From an optimization exercise on the open Yosys and OpenROAD flow, aimed at small area, a short achievable clock period and few clock cycles per item; shortcuts taken in it are not production practice. At most, simulation tests tie the RTL to the original design; equivalence was not proved. Function not checked in runs 2 and 3: the RTL went through the layout flow alone. Power figures rest on the tool's default switching activity, not on a simulated workload.

## flow/design.v (module list and top-level ports; edited modules follow where they fit)
// module zi_sha256: 1198 lines
module zi_sha256 (
    input  wire         clk,
    input  wire         rst,           
    input  wire         in_valid,
    output wire         in_ready,
    input  wire [31:0]  in_data,
    input  wire         in_last,
    input  wire [2:0]   in_nbytes,     
    output reg          out_valid,
    output wire [255:0] out_digest
);
  // ...
==> flow/flow/run.sh <==
#!/bin/bash
# The standard layout (standard.sh: unchanged synthesis and ORFS steps)
# with these options: timing repair aims at a larger setup margin; every port
# still gets its own buffer, but a plain buf_1 instead of the delay-buffer cell
# buffer_ports picks by itself; clock tree synthesis without dummy balancing
# loads and with larger sink clusters (fewer leaf buffers). The make output goes to flow_make.log; each ORFS step writes its own
# log under orfs/logs/.
set -euo pipefail
bash standard.sh \
  SETUP_SLACK_MARGIN=5.9 \
  "BUFFER_PORTS_ARGS=-buffer_cell sky130_fd_sc_hd__buf_1" \
  "CTS_ARGS=-sink_clustering_enable -repair_clock_nets -dont_use_dummy_load -sink_clustering_size 24 -sink_clustering_max_diameter 80" \
  finish > flow_make.log 2>&1
==> flow/standard.sh <==
#!/bin/bash
# synth_recipe.tcl (not shown) runs the flow's synth.tcl, then flattens the netlist and writes it again
# the make line also repeats each setting of config.mk as NAME=value (left out here)
make -C /OpenROAD-flow-scripts/flow DESIGN_CONFIG=/design/flow/config.mk WORK_HOME=/design/flow/orfs CLKGATE_MAP_FILE= SYNTH_SCRIPT=/design/flow/synth_recipe.tcl "${@:-finish}"
==> flow/config.mk <==
export PLATFORM = sky130hd
export DESIGN_NAME = zi_sha256
export DESIGN_NICKNAME = zi_sha256
export VERILOG_FILES = /design/flow/design.v
export SDC_FILE = /design/flow/constraint.sdc
export NUM_CORES = 4
export LEC_CHECK = 0
export CAP_MARGIN = 20
export CORE_MARGIN = 2
export CORE_UTILIZATION = 55
export SLEW_MARGIN = 20
==> flow/constraint.sdc <==
create_clock -name core_clock -period 10.0 [get_ports {clk}]
set_input_delay 2.0000 -clock core_clock [delete_from_list [all_inputs] [get_ports {clk}]]
set_output_delay 2.0000 -clock core_clock [all_outputs]
set_load 0.01 [all_outputs]
==> results.toml, run 1 <==
[cells_and_area]
fin_util = 0.604
antenna_cells = 2
largest_register_ffs = 512
largest-register = "w"
area_growth_pct = 8.68
n_sequential_cell = 1230
final_common_cell = "dfxtp_1"
num-nonclk-buffers = 399

[timing]
tightest_slew_ps = 1130
holdWs_ps = 282
relSlewSlack = 0.240

[drt]
wl_per_cell_um = 27.3
dr_wl_met2_um = 92900
detail-route-antenna-nets = 0
routed.top_layer = "met5"

[setup_path]
r2r-start = "e[1]"
path_buf_inv = 2
cp.depth = 13
arrival_ps = 4650
endpoint_kind = "flop"
crit_slowest_cell = "fa_1"

[clocking]
clock-sinks = 1230
htreeDepth = 3

[grt]
grt_max_degree = 114
use_met2 = 0.584

[synth]
synth_seq_cells = 1230
syn_inst = 5991
synth_top_area_frac = 0.412

[placed_design]
pre_cts_ws_ps = 5250
postPlaceCellArea_mm2 = 0.0620

[floorplanning]
dieArea_mm2 = 0.111
die_h_um = 334

[power_and_ir_drop]
maxPowerGroup = "combinational cells"
switching_share = 0.453
p_sw_w = 0.0113
pwr-share-seq = 0.274

[outcome]
status = "complete, no violations"

[hold_path]
hold_class = "flop to flop"
Testbench counts, summed over its fixed seeds: cycles 70,032, bytes 62,061.
==> inputs of run 2 (changes only) <==
--- a/flow/design.v
+++ b/flow/design.v
@@ -30,16 +30,17 @@
     reg        lenblk;                 
     reg        fin_fill;               
     reg        fin_run;                
     reg [17:0] wc;                     
     reg [1:0]  lastb;                  
     reg        last, lastfin, hsh, r62q;
     reg        last_a, lastfin_a, hsh_a;
     reg        bnd;                    
+    reg        rst_d1, rst_d2;         
     wire [3:0] ph   = rnd[3:0];
     wire       q3   = (rnd[5:4] == 2'b11);
     wire       r63  = (rnd == 6'd63);
     assign out_digest = {ra0, ra3, ra2, ra1, rb3, rb2, rb1, rb0};
     assign in_ready   = slot & ~pad;
     wire fire = in_valid & slot & ~pad;
     wire pins = slot & pad;
     wire ins  = fire | pins;
@@ -52,85 +53,49 @@
             3'd3:    last_word = {in_data[31:8],  8'h80};
             default: last_word = in_data;
         endcase
     end
     wire        set_fin  = pins & (nw == 4'd15) & lenblk;
     wire [31:0] pad_word = set_fin ? {9'd0, wc, lastb, 3'b000}
                                    : {pad80, 31'd0};
     wire [31:0] word = pad ? pad_word : (in_last ? last_word : in_data);
-    reg [31:0] k2, kn;
-    always @(*) begin
-        case (rnd)
-            6'd0: k2 = 32'hb5c0fbcf;
-            6'd1: k2 = 32'he9b5dba5;
-            6'd2: k2 = 32'h3956c25b;
-            6'd3: k2 = 32'h59f111f1;
-            6'd4: k2 = 32'h923f82a4;
-            6'd5: k2 = 32'hab1c5ed5;
-            6'd6: k2 = 32'hd807aa98;
-            6'd7: k2 = 32'h12835b01;
-            6'd8: k2 = 32'h243185be;
-            6'd9: k2 = 32'h550c7dc3;
-            6'd10: k2 = 32'h72be5d74;
-            6'd11: k2 = 32'h80deb1fe;
-            6'd12: k2 = 32'h9bdc06a7;
-            6'd13: k2 = 32'hc19bf174;
-            6'd14: k2 = 32'he49b69c1;
-            6'd15: k2 = 32'hefbe4786;
-            6'd16: k2 = 32'h0fc19dc6;
-            6'd17: k2 = 32'h240ca1cc;
-            6'd18: k2 = 32'h2de92c6f;
-            6'd19: k2 = 32'h4a7484aa;
-            6'd20: k2 = 32'h5cb0a9dc;
-            6'd21: k2 = 32'h76f988da;
-            6'd22: k2 = 32'h983e5152;
-            6'd23: k2 = 32'ha831c66d;
-            6'd24: k2 = 32'hb00327c8;
-            6'd25: k2 = 32'hbf597fc7;
-            6'd26: k2 = 32'hc6e00bf3;
-            6'd27: k2 = 32'hd5a79147;
-            6'd28: k2 = 32'h06ca6351;
-            6'd29: k2 = 32'h14292967;
-            6'd30: k2 = 32'h27b70a85;
-            6'd31: k2 = 32'h2e1b2138;
-            6'd32: k2 = 32'h4d2c6dfc;
-            6'd33: k2 = 32'h53380d13;
-            6'd34: k2 = 32'h650a7354;
-            6'd35: k2 = 32'h766a0abb;
-            6'd36: k2 = 32'h81c2c92e;
-            6'd37: k2 = 32'h92722c85;
-            6'd38: k2 = 32'ha2bfe8a1;
-            6'd39: k2 = 32'ha81a664b;
-            6'd40: k2 = 32'hc24b8b70;
-            6'd41: k2 = 32'hc76c51a3;
-            6'd42: k2 = 32'hd192e819;
-            6'd43: k2 = 32'hd6990624;
-            6'd44: k2 = 32'hf40e3585;
-            6'd45: k2 = 32'h106aa070;
-            6'd46: k2 = 32'h19a4c116;
-            6'd47: k2 = 32'h1e376c08;
-            6'd48: k2 = 32'h2748774c;
-            6'd49: k2 = 32'h34b0bcb5;
-            6'd50: k2 = 32'h391c0cb3;
-            6'd51: k2 = 32'h4ed8aa4a;
-            6'd52: k2 = 32'h5b9cca4f;
-            6'd53: k2 = 32'h682e6ff3;
-            6'd54: k2 = 32'h748f82ee;
-            6'd55: k2 = 32'h78a5636f;
-            6'd56: k2 = 32'h84c87814;
-            6'd57: k2 = 32'h8cc70208;
-            6'd58: k2 = 32'h90befffa;
-            6'd59: k2 = 32'ha4506ceb;
-            6'd60: k2 = 32'hbef9a3f7;
-            6'd61: k2 = 32'hc67178f2;
-            6'd62: k2 = 32'h428a2f98;
-            default: k2 = 32'h71374491;
-        endcase
-    end
+    localparam [63:0] KB0 = 64'h316c2dd4fd08a55f;
+    localparam [63:0] KB1 = 64'h79f885345cdb360a;
+    localparam [63:0] KB2 = 64'h23a6b06ad52f7a66;
+    localparam [63:0] KB3 = 64'h9db30933037c128a;
+    localparam [63:0] KB4 = 64'hea4cca1f28e05ad9;
+    localparam [63:0] KB5 = 64'h79cc56b349187a34;
+    localparam [63:0] KB6 = 64'h79f2430a7feedc5a;
+    localparam [63:0] KB7 = 64'hf8cc24d28e77b6f7;
+    localparam [63:0] KB8 = 64'ha942a62f7ea7df16;
+    localparam [63:0] KB9 = 64'hadf21318af0121ee;
+    localparam [63:0] KB10 = 64'h984f3146071b2e41;
+    localparam [63:0] KB11 = 64'hda7d0af6cc6a8dc6;
+    localparam [63:0] KB12 = 64'h4a06240814825d56;
+    localparam [63:0] KB13 = 64'hfb5769cb662cd482;
+    localparam [63:0] KB14 = 64'h5b638daa2581cd4f;
+    localparam [63:0] KB15 = 64'h28b4caa0117652ae;
+    localparam [63:0] KB16 = 64'h65811281d74ac3b5;
+    localparam [63:0] KB17 = 64'h8cc16bf9b281d9a9;
+    localparam [63:0] KB18 = 64'h0de9a48290953ced;
+    localparam [63:0] KB19 = 64'haafa779f64cdfc60;
+    localparam [63:0] KB20 = 64'h783d19c585f1fa7d;
+    localparam [63:0] KB21 = 64'h6945c4d6d9f90a35;
+    localparam [63:0] KB22 = 64'h761246702c5a301a;
+    localparam [63:0] KB23 = 64'hafb498a0b86bf916;
+    localparam [63:0] KB24 = 64'h002a8c2e940b645f;
+    localparam [63:0] KB25 = 64'he03316d5ac532960;
+    localparam [63:0] KB26 = 64'h7697341bfc6f8602;
+    localparam [63:0] KB27 = 64'h2579810305bb20dc;
+    localparam [63:0] KB28 = 64'h29adf85456e02dbb;
+    localparam [63:0] KB29 = 64'h31ce2199874d8a4f;
+    localparam [63:0] KB30 = 64'hc1f03e1e1871cc95;
+    localparam [63:0] KB31 = 64'h7e003fe01f81f0e6;
+    wire [31:0] kn = {KB31[rnd], KB30[rnd], KB29[rnd], KB28[rnd], KB27[rnd], KB26[rnd], KB25[rnd], KB24[rnd], KB23[rnd], KB22[rnd], KB21[rnd], KB20[rnd], KB19[rnd], KB18[rnd], KB17[rnd], KB16[rnd], KB15[rnd], KB14[rnd], KB13[rnd], KB12[rnd], KB11[rnd], KB10[rnd], KB9[rnd], KB8[rnd], KB7[rnd], KB6[rnd], KB5[rnd], KB4[rnd], KB3[rnd], KB2[rnd], KB1[rnd], KB0[rnd]};
     wire [31:0] bsig1 = {e[5:0], e[31:6]} ^ {e[10:0], e[31:11]} ^ {e[24:0], e[31:25]};
     wire [31:0] bsig0 = {a[1:0], a[31:2]} ^ {a[12:0], a[31:13]} ^ {a[21:0], a[31:22]};
     wire [31:0] ch    = (e & f) ^ (~e & g);
     wire [31:0] maj   = (a & b) | (a & c) | (b & c);
     wire [31:0] e1s = pes ^ pec ^ ch;
     wire [31:0] e1c = {((pes & pec) | (pes & ch) | (pec & ch)), 1'b0};
     wire [31:0] e2s = e1s ^ e1c ^ bsig1;
     wire [31:0] e2c = {((e1s & e1c) | (e1s & bsig1) | (e1c & bsig1)), 1'b0};
@@ -1095,17 +1060,16 @@
     wire [3:0] nw_n     = ins ? nw + 4'd1 : nw;
     wire       full_n   = full_ins & ~start;
     integer i;
     always @(posedge clk) begin
         for (i = 0; i < 15; i = i + 1)
             w[i] <= w[i+1];
         w[15] <= q3 ? (ins ? word : w[0]) : wn;
         wn <= wn_n;
-        kn <= k2;
         pas <= p2s;
         pac <= p2c;
         pes <= q3s;
         pec <= q3c;
         t1 <= t1_n;
         if (lastfin) begin
             {e, f, g} <= {IV4, IV5, IV6};
         end else begin
@@ -1115,20 +1079,17 @@
         end
         if (lastfin_a) begin
             {a, b, c} <= {IV0, IV1, IV2};
         end else begin
             a <= act_a ? a_rnd : ra1;
             b <= last_a ? sa : a;
             c <= last_a ? ra3 : b;
         end
-        if (rst) begin
-            {ra0, ra1, ra2, ra3} <= {IV1, IV0, IV3, IV2};
-            {rb0, rb1, rb2, rb3} <= {IV4, IV7, IV6, IV5};
-        end else if (out_valid) begin
+        if (out_valid | rst_d2) begin
             {ra0, ra1, ra2, ra3} <= {IV3, IV2, IV1, IV0};
             {rb0, rb1, rb2, rb3} <= {IV6, IV5, IV4, IV7};
         end else begin
             ra0 <= last_a ? a_rnd : ra1;
             ra1 <= ra2;
             ra2 <= ra3;
             ra3 <= hsh_a ? sa : ra0;
             rb0 <= last ? e_rnd : rb1;
@@ -1139,16 +1100,18 @@
         r62q      <= ~rst & (rnd == 6'd61);
         last      <= ~rst & act & (rnd == 6'd62);
         lastfin   <= ~rst & act & fin_run & (rnd == 6'd62);
         hsh       <= ~rst & act & (rnd[5:2] == 4'hf) & (rnd[1:0] != 2'd3);
         last_a    <= ~rst & last;
         lastfin_a <= ~rst & lastfin;
         hsh_a     <= ~rst & hsh;
         act_a     <= ~rst & act;
+        rst_d1    <= rst;
+        rst_d2    <= rst_d1;
         if (rst) begin
             rnd       <= 6'd48;
             bnd       <= 1'b0;
             act       <= 1'b0;
             nw        <= 4'd0;
             full      <= 1'b0;
             slot      <= 1'b1;
             pad       <= 1'b0;
==> flow/flow/run.sh (replaced) <==
#!/bin/bash
# The standard layout (standard.sh: unchanged synthesis and ORFS steps)
# with these options: timing repair aims at a larger setup margin; every port
# still gets its own buffer, but a plain buf_2 instead of the delay-buffer cell
# buffer_ports picks by itself; clock tree synthesis without dummy balancing
# loads and with larger sink clusters (fewer leaf buffers). The make output goes to flow_make.log; each ORFS step writes its own
# log under orfs/logs/.
set -euo pipefail
bash standard.sh \
  SETUP_SLACK_MARGIN=6.0 \
  "BUFFER_PORTS_ARGS=-buffer_cell sky130_fd_sc_hd__buf_2" \
  "CTS_ARGS=-sink_clustering_enable -repair_clock_nets -dont_use_dummy_load -sink_clustering_size 24 -sink_clustering_max_diameter 80" \
  finish > flow_make.log 2>&1
==> flow/config.mk (replaced) <==
export PLATFORM = sky130hd
export DESIGN_NAME = zi_sha256
export DESIGN_NICKNAME = zi_sha256
export VERILOG_FILES = /design/flow/design.v
export SDC_FILE = /design/flow/constraint.sdc
export NUM_CORES = 4
export LEC_CHECK = 0
export CAP_MARGIN = 20
export CORE_MARGIN = 2
export CORE_UTILIZATION = 40
export SLEW_MARGIN = 20
==> run 2 against run 1 <==
Compared with the run above: sequential cell count decreased by 30; sequential power down 2%; critical endpoint is now t1[30]; count of clock-buffer cells in the layout increased by 11; total power grew 13%; sequential share of layout area decreased by 1.7 points; synthesized cell count shrank 0.82%; final cell count is 7.3% higher; area after synthesis decreased by 2.3%; worst setup slack worse by 350 ps.
==> results.toml, run 2 <==
[outcome]
status = "complete, no violations"

[timing]
finalHoldViolCount = 0
clock_skew_ps = 93.0
tightest_slew_ps = 1190
setup_viol = 0
post-route-period-util = 0.446
relSlewSlack = 0.205
setup_tns_ps = 0
slew_viol_final = 0
fmax_mhz = 224
period_needed_ps = 4460
rsz0062_at_grt = "yes"

[floorplanning]
core_area_mm2 = 0.145
dieArea_mm2 = 0.149
num_rows = 140
io_pins = 297
die_w_um = 386
start_util = 0.402
die_h_um = 386

[synth]
netlist_top_cells_count = "dfxtp_1 (1200), inv_1 (565), nand2_1 (491)"
avgSynthCellArea_um2 = 9.83
yosysWarnings = 2
synth.yosys.seq_area_share = 0.411
synth_top_family_by_area = "adder cells"
synth_fp_nets = 6606
synth_xor_area_frac = 0.0706
synth_ff_type = "dfxtp_1"
syn_inst = 5942
syn_area_mm2 = 0.0584
yosys.area_share.simple = 0.118
synthTopCellsByArea = "dfxtp_1 (41%), fa_1 (13%), ha_1 (5.5%), xnor2_1 (4.9%), inv_1 (3.6%)"
synth_edf_count = 0
synth_seq_cells = 1200
synth_top_area_frac = 0.411
synth_compound_area_frac = 0.116
synthAdderAreaFrac = 0.185
synth_top_cell_by_area = "dfxtp_1"
synthMuxAreaShare = 0.0441
ys_types = 108
yosysMostFrequentCell = "dfxtp_1"
async_flop_share = 0

[setup_path]
critPathMaxFanout = 5
timing.rr.end = "t1[30]"
critical_path_class = "flop to flop"
reg2reg_depth = 14
arrival_ps = 5030
cp.required_ps = 10570
r2r-start = "e[6]"
regToRegSetupSlack_ps = 5540
endpoint_kind = "flop"
cp-start-kind = "flop"

[hold_path]
hold_path_end = "w[2][4]"
hold_class = "flop to flop"
whs_path_depth = 0
worstHoldStart = "w[3][4]"

[grt]
grt_use_total = 0.276
overflow = 0
grt_pass1_wl_um = 298000
grt_max_degree = 88
grt_pass1_vias = 43000
antenna_found_initial = 5

[drt]
vias = 44100
firstDrtPassIters = 6
wl_per_cell_um = 25.9
detail-route-antenna-nets = 0
wirelength_um = 210000
via_per_inst = 5.43
drc_errors = 0
drtIter0Drc = 3732

[placed_design]
io_buffers = 296
gp_congestion = 1.03
postPlaceCellArea_mm2 = 0.0617
hpwlAfterDp_um = 162000

[power_and_ir_drop]
ir_drop_v = 0.000763
power_w = 0.0282
p_leak_nw = 27.9
p_per_area_mw_per_mm2 = 423

[clocking]
tritoncts = "done"
clkLatencyLatePin_ps = 740
clockBufferDepth = 3
htreeDepth = 3
path_clk_slew_ps = 90
cts_root_buf = "clkbuf_16"
cts_buffers = 79
clock-sinks = 1200

[cells_and_area]
fin_area_mm2 = 0.0666
final_common_cell = "dfxtp_1"
area_growth_pct = 13.9
final_cell_mix = "dfxtp_1 (1104), inv_1 (553), nand2_1 (478)"
largest-register = "w"
drive_gt1_frac = 0.157
largest_register_ffs = 512
nets = 6868

[job]
maxCapViolCount = 0
-- run 2: cell types whose count changed in the layout (fill, tap and decap cells not counted), sizes merged, moves of 39 or more --
cell | previous run | this run
nand2 | 341 | 491
buf | 398 | 460
nor2 | 516 | 457
o21ai | 238 | 289
a211o | 58 | 16
a21oi | 252 | 211
or3 | 57 | 96
-- run 2: metal layers --
layer / global-route usage / part of all wire / vias to the layer above
li1: - / - / 20200
met1: 0.357 / 0.42 / 21900
met2: 0.448 / 0.46 / 1667
met3: 0.0434 / 0.065 / 419
met4: 0.140 / 0.059 / 4
met5: 0 / 0.00016 / -
-- run 2: metrics by stage --
stage | setup WS, ps | cells | util | hold WS, ps
2_1_floorplan | 5910 | 5942 | - | 310
3_3_place_gp | 4830 | 7926 | 0.425 | 310
3_5_place_dp | 4680 | 7926 | 0.425 | 312
4_1_cts | 5600 | 8055 | 0.448 | 280
5_1_grt | 5450 | 8119 | 0.458 | 274
6_report | 5540 | 8124 | 0.458 | 276
-- run 2: area by class of cell --
cell class	count	area, um2
diodes	5	12.5
clock buffers	79	1980
fillers	13800	78800
inverters	568	2150
multi-input cells	3893	32900
flip-flops and latches	1200	24300
well taps	1917	2400
repair buffers	462	2870
-- run 2: how the worst max path moves through the flow --
stage	start	slack (ps)	to
floorplan	e[6]	5910	t1[30]
CTS	e[5]	5600	rb0[29]
global placement	rnd[0]	4830	pes[28]
global route	e[6]	5450	rb0[16]
detailed placement	rnd[0]	4680	pes[29]
finish	e[6]	5540	t1[30]
-- run 2: repair_timing --
action	4_1_cts	5_1_grt
endpoints found under the setup margin	246	138
setup buffers	50	62
pin swaps	74	112
hold endpoints to repair	0	0
gates cloned	0	2
hold buffers	0	0
gates resized for setup	259	202
-- run 2: cell families (layout without fill, tap and decap cells) --
group	Yosys count	after routing
adder cells (fa/ha/maj)	648	648
buffers and inverters	849	1109
AND/OR/NAND/NOR	1497	1497
other	0	5
XOR/XNOR	471	471
AO/OA/AOI/OAI	1031	1031
multiplexers	246	246
flip-flops	1200	1200
-- run 2: critical path: stages, from the launching register on --
cell      delay, ps
dfxtp_4         360
mux2_4          320
buf_6           120
fa_1            460
fa_1            590
inv_2            60
ha_4            160
o32a_1          280
maj3_2          310
a221o_1         310
o211ai_2        130
nand2_2         110
a32o_2          330
o31a_1          380
o311a_1         350
-- run 2: power by group --
| part | switching [W] | leakage [nW] | internal (W) |
|---|---|---|---|
| clock network | 0.00161 | 0.974 | 0.00140 |
| registers | 0.000736 | 10.0 | 0.00594 |
| logic | 0.0104 | 16.9 | 0.00805 |
==> inputs of run 3 (changes only) <==
--- a/flow/flow/run.sh
+++ b/flow/flow/run.sh
@@ -7,7 +7,7 @@
 # log under orfs/logs/.
 set -euo pipefail
 bash standard.sh \
-  SETUP_SLACK_MARGIN=6.0 \
+  SETUP_SLACK_MARGIN=5.8 \
   "BUFFER_PORTS_ARGS=-buffer_cell sky130_fd_sc_hd__buf_2" \
   "CTS_ARGS=-sink_clustering_enable -repair_clock_nets -dont_use_dummy_load -sink_clustering_size 24 -sink_clustering_max_diameter 80" \
   finish > flow_make.log 2>&1
==> run 3 against run 2 <==
Compared with the run above: still clean on timing, DRC and antenna; non-clock buffer count fell by 21; first-iteration DRC count rose by 1.6%; sequential cell count stayed put; combinational power shrank 4%; synthesized cell count unchanged; critical path depth increased by 2; worst hold slack better by 6.4 ps; worst setup slack got worse by 6.1 ps; clock power about the same; utilization shrank 0.64 points; final area decreased by 1.4%; critical path type unchanged; largest cell class unchanged; highest routed layer unchanged.
==> results.toml, run 3 <==
[outcome]
status = "complete, no violations"

[grt]
antenna_found_initial = 11
grt_max_degree = 125
use_met1 = 0.370
busiest_layer = "met2"
overflow = 0
grt_use_total = 0.283
grt_pass1_vias = 42800
grt_use_met3 = 0.0457
use_met2 = 0.464
grt_pass1_wl_um = 304000

[cells_and_area]
fin_cells = 8098
largest_register_ffs = 512
nets = 6845
final_cell_mix = "dfxtp_1 (1116), inv_1 (553), nand2_1 (484)"
fill_cells = 14000
drive_gt1_frac = 0.140
final_common_cell = "dfxtp_1"
largest-register = "w"
fin_area_mm2 = 0.0656
area_growth_pct = 12.3

[placed_design]
io_buffers = 296
postPlaceCellArea_mm2 = 0.0617
gp_congestion = 0.975
place_inst = 7934
hpwlAfterDp_um = 166000

[clocking]
path_clk_slew_ps = 90
clock-sinks = 1200
htreeDepth = 3
cts_buffers = 76
clkLatencyLatePin_ps = 720
tritoncts = "done"
cts_hold_buf = 0
cts_root_buf = "clkbuf_16"
clockBufferDepth = 3

[setup_path]
arrival_ps = 5060
cp-start-kind = "flop"
cp.required_ps = 10600
reg2reg_depth = 16
timing.rr.end = "e[31]"
regToRegSetupSlack_ps = 5540
critPathMaxFanout = 3
critical_path_class = "flop to flop"
r2r-start = "e[5]"
endpoint_kind = "flop"

[drt]
detail-route-antenna-nets = 0
wl_per_cell_um = 26.4
via_per_inst = 5.44
drtIter0Drc = 3790
drc_errors = 0
vias = 44000
firstDrtPassIters = 6
wirelength_um = 214000

[timing]
relSlewSlack = 0.253
fmax_mhz = 224
setup_tns_ps = 0
rsz0062_at_grt = "yes"
setup_viol = 0
slew_viol_final = 0
finalHoldViolCount = 0
post-route-period-util = 0.446
period_needed_ps = 4460
tightest_slew_ps = 1110
clock_skew_ps = 108

[power_and_ir_drop]
p_per_area_mw_per_mm2 = 417
combPwrFrac = 0.647
clock_power_share = 0.109
intPower_w = 0.0148
pwr-share-seq = 0.244
p_leak_nw = 27.6
switching_share = 0.457
ir_drop_v = 0.000683
p_sw_w = 0.0125

[synth]
synth_fp_nets = 6606
synth_top_cell_by_area = "dfxtp_1"
synth_top_area_frac = 0.411
synthTopCellsByArea = "dfxtp_1 (41%), fa_1 (13%), ha_1 (5.5%), xnor2_1 (4.9%), inv_1 (3.6%)"
synth_seq_cells = 1200
avgSynthCellArea_um2 = 9.83
async_flop_share = 0
yosysWarnings = 2
ys_types = 108
syn_area_mm2 = 0.0584
synth_ff_type = "dfxtp_1"
syn_inst = 5942
synth_edf_count = 0
synth.yosys.seq_area_share = 0.411
netlist_top_cells_count = "dfxtp_1 (1200), inv_1 (565), nand2_1 (491)"
yosysMostFrequentCell = "dfxtp_1"

[floorplanning]
dieArea_mm2 = 0.149
start_util = 0.402
die_w_um = 386
die_h_um = 386
io_pins = 297
num_rows = 140
core_area_mm2 = 0.145

[hold_path]
whs_path_depth = 0
hold_class = "flop to flop"
worstHoldStart = "w[9][3]"
hold_path_end = "w[8][3]"

[job]
maxCapViolCount = 0
run 3: what timing repair did:
item	4_1_cts	5_1_grt
gates cloned	1	0
buffers inserted	52	33
pin swaps	70	71
gates resized for setup	191	147
setup endpoints to repair	202	104
run 3: worst max path at each step:
stage	startpoint	end	slack [ps]
after floorplan	e[6]	t1[30]	5760
after global placement	rnd[0]	pes[4]	4900
after detailed placement	rnd[0]	pes[28]	4770
after CTS	e[10]	e[30]	5540
after global routing	e[3]	e[31]	5450
final	e[5]	e[31]	5540
run 3: cells by family after synthesis:
kind of cell	after synthesis	synth area share
xor gates and xnor gates	471	0.0706
muxes	246	0.0441
DFF	1200	0.411
and+or+nand+nor	1497	0.118
buffers and inverters	849	0.0553
adders and majority gates	648	0.185
AOI/OAI and AO/OA	1031	0.116
run 3: area by class of cell:
cell class                      instances  area, um2  share of cell area
Multi-Input combinational cell       3893      32300               0.492
Timing Repair inverter                  1       5.00           0.0000762
Tap cell                             1917       2400              0.0365
Antenna cell                            2       5.00           0.0000762
Timing Repair Buffer                  441       2650              0.0404
Clock buffer                           76       1900              0.0290
Sequential cell                      1200      24200               0.369
Inverter                              568       2150              0.0327
run 3: power groups by stage:
stage / Sequential, W / Clock [W] / Combinational, W
after CTS: 0.00667 / 0.00304 / 0.0162
after floorplan: 0.00643 / 0 / 0.0107
after global placement: 0.00675 / 0 / 0.0148
after global routing: 0.00676 / 0.00320 / 0.0191
final: 0.00667 / 0.00298 / 0.0177
after detailed placement: 0.00677 / 0 / 0.0148
run 3: routing by layer:
metal | wire (um) | part of all wire
met1 | 90300 | 0.42
met2 | 99100 | 0.46
met3 | 14200 | 0.067
met4 | 10200 | 0.048
met5 | 13 | 0.000061
run 3: per-stage QoR:
step / util / setup slack, ps / hold WS [ps] / power, W
2_1_floorplan: - / 5760 / 310 / 0.0171
3_3_place_gp: 0.425 / 4900 / 310 / 0.0215
3_5_place_dp: 0.425 / 4770 / 312 / 0.0216
4_1_cts: 0.445 / 5540 / 280 / 0.0259
5_1_grt: 0.451 / 5450 / 281 / 0.0291
6_report: 0.451 / 5540 / 283 / 0.0274
run 3: worst max-delay path, stage by stage, from the launching register on:
cell and delay (ps):
dfxtp_4 380, mux2_4 320, fa_2 540, fa_2 440, a22o_4 280, a221oi_2 290
a211oi_2 100, buf_4 160, nor4_4 310, o41ai_4 100, buf_4 180, a211oi_4 350
o31ai_4 150, buf_4 170, a41oi_2 170, xnor2_2 150, a211oi_1 250

==> separate check: timing with driven ports <==
In the flow no input, the clock included, has a driving cell. The finished layouts below were timed again as built, in two steps.
Step 1, drivers: a clkbuf_16 drives clk and a buf_2 each remaining input, both assumed.
Step 2, shift: input delay + t, output delay - t, t = (earliest + latest rising clock arrival at the registers) / 2. This alone moves slack from input paths to output paths.
a / b / c = ideal / step 1 / step 2; a / b = the first two.
run	t (ns)	slack for setup (ns)	hold slack, ns	worst slew at a driven data input, ns	pins driven straight from the clock port
run 1	0.743	5.890 / 5.890 / 5.406	0.282 / 0.282 / 0.282	0.06	1
run 2	0.754	5.545 / 5.545 / 5.545	0.276 / 0.276 / 0.276	0.07	1
run 3	0.737	5.539 / 5.539 / 5.497	0.283 / 0.283 / 0.283	0.05	1
After both steps every run listed still meets setup and hold. For run 1, which loses most, drivers alone change the setup slack by 0.000 ns; drivers and shift together by -0.484 ns.
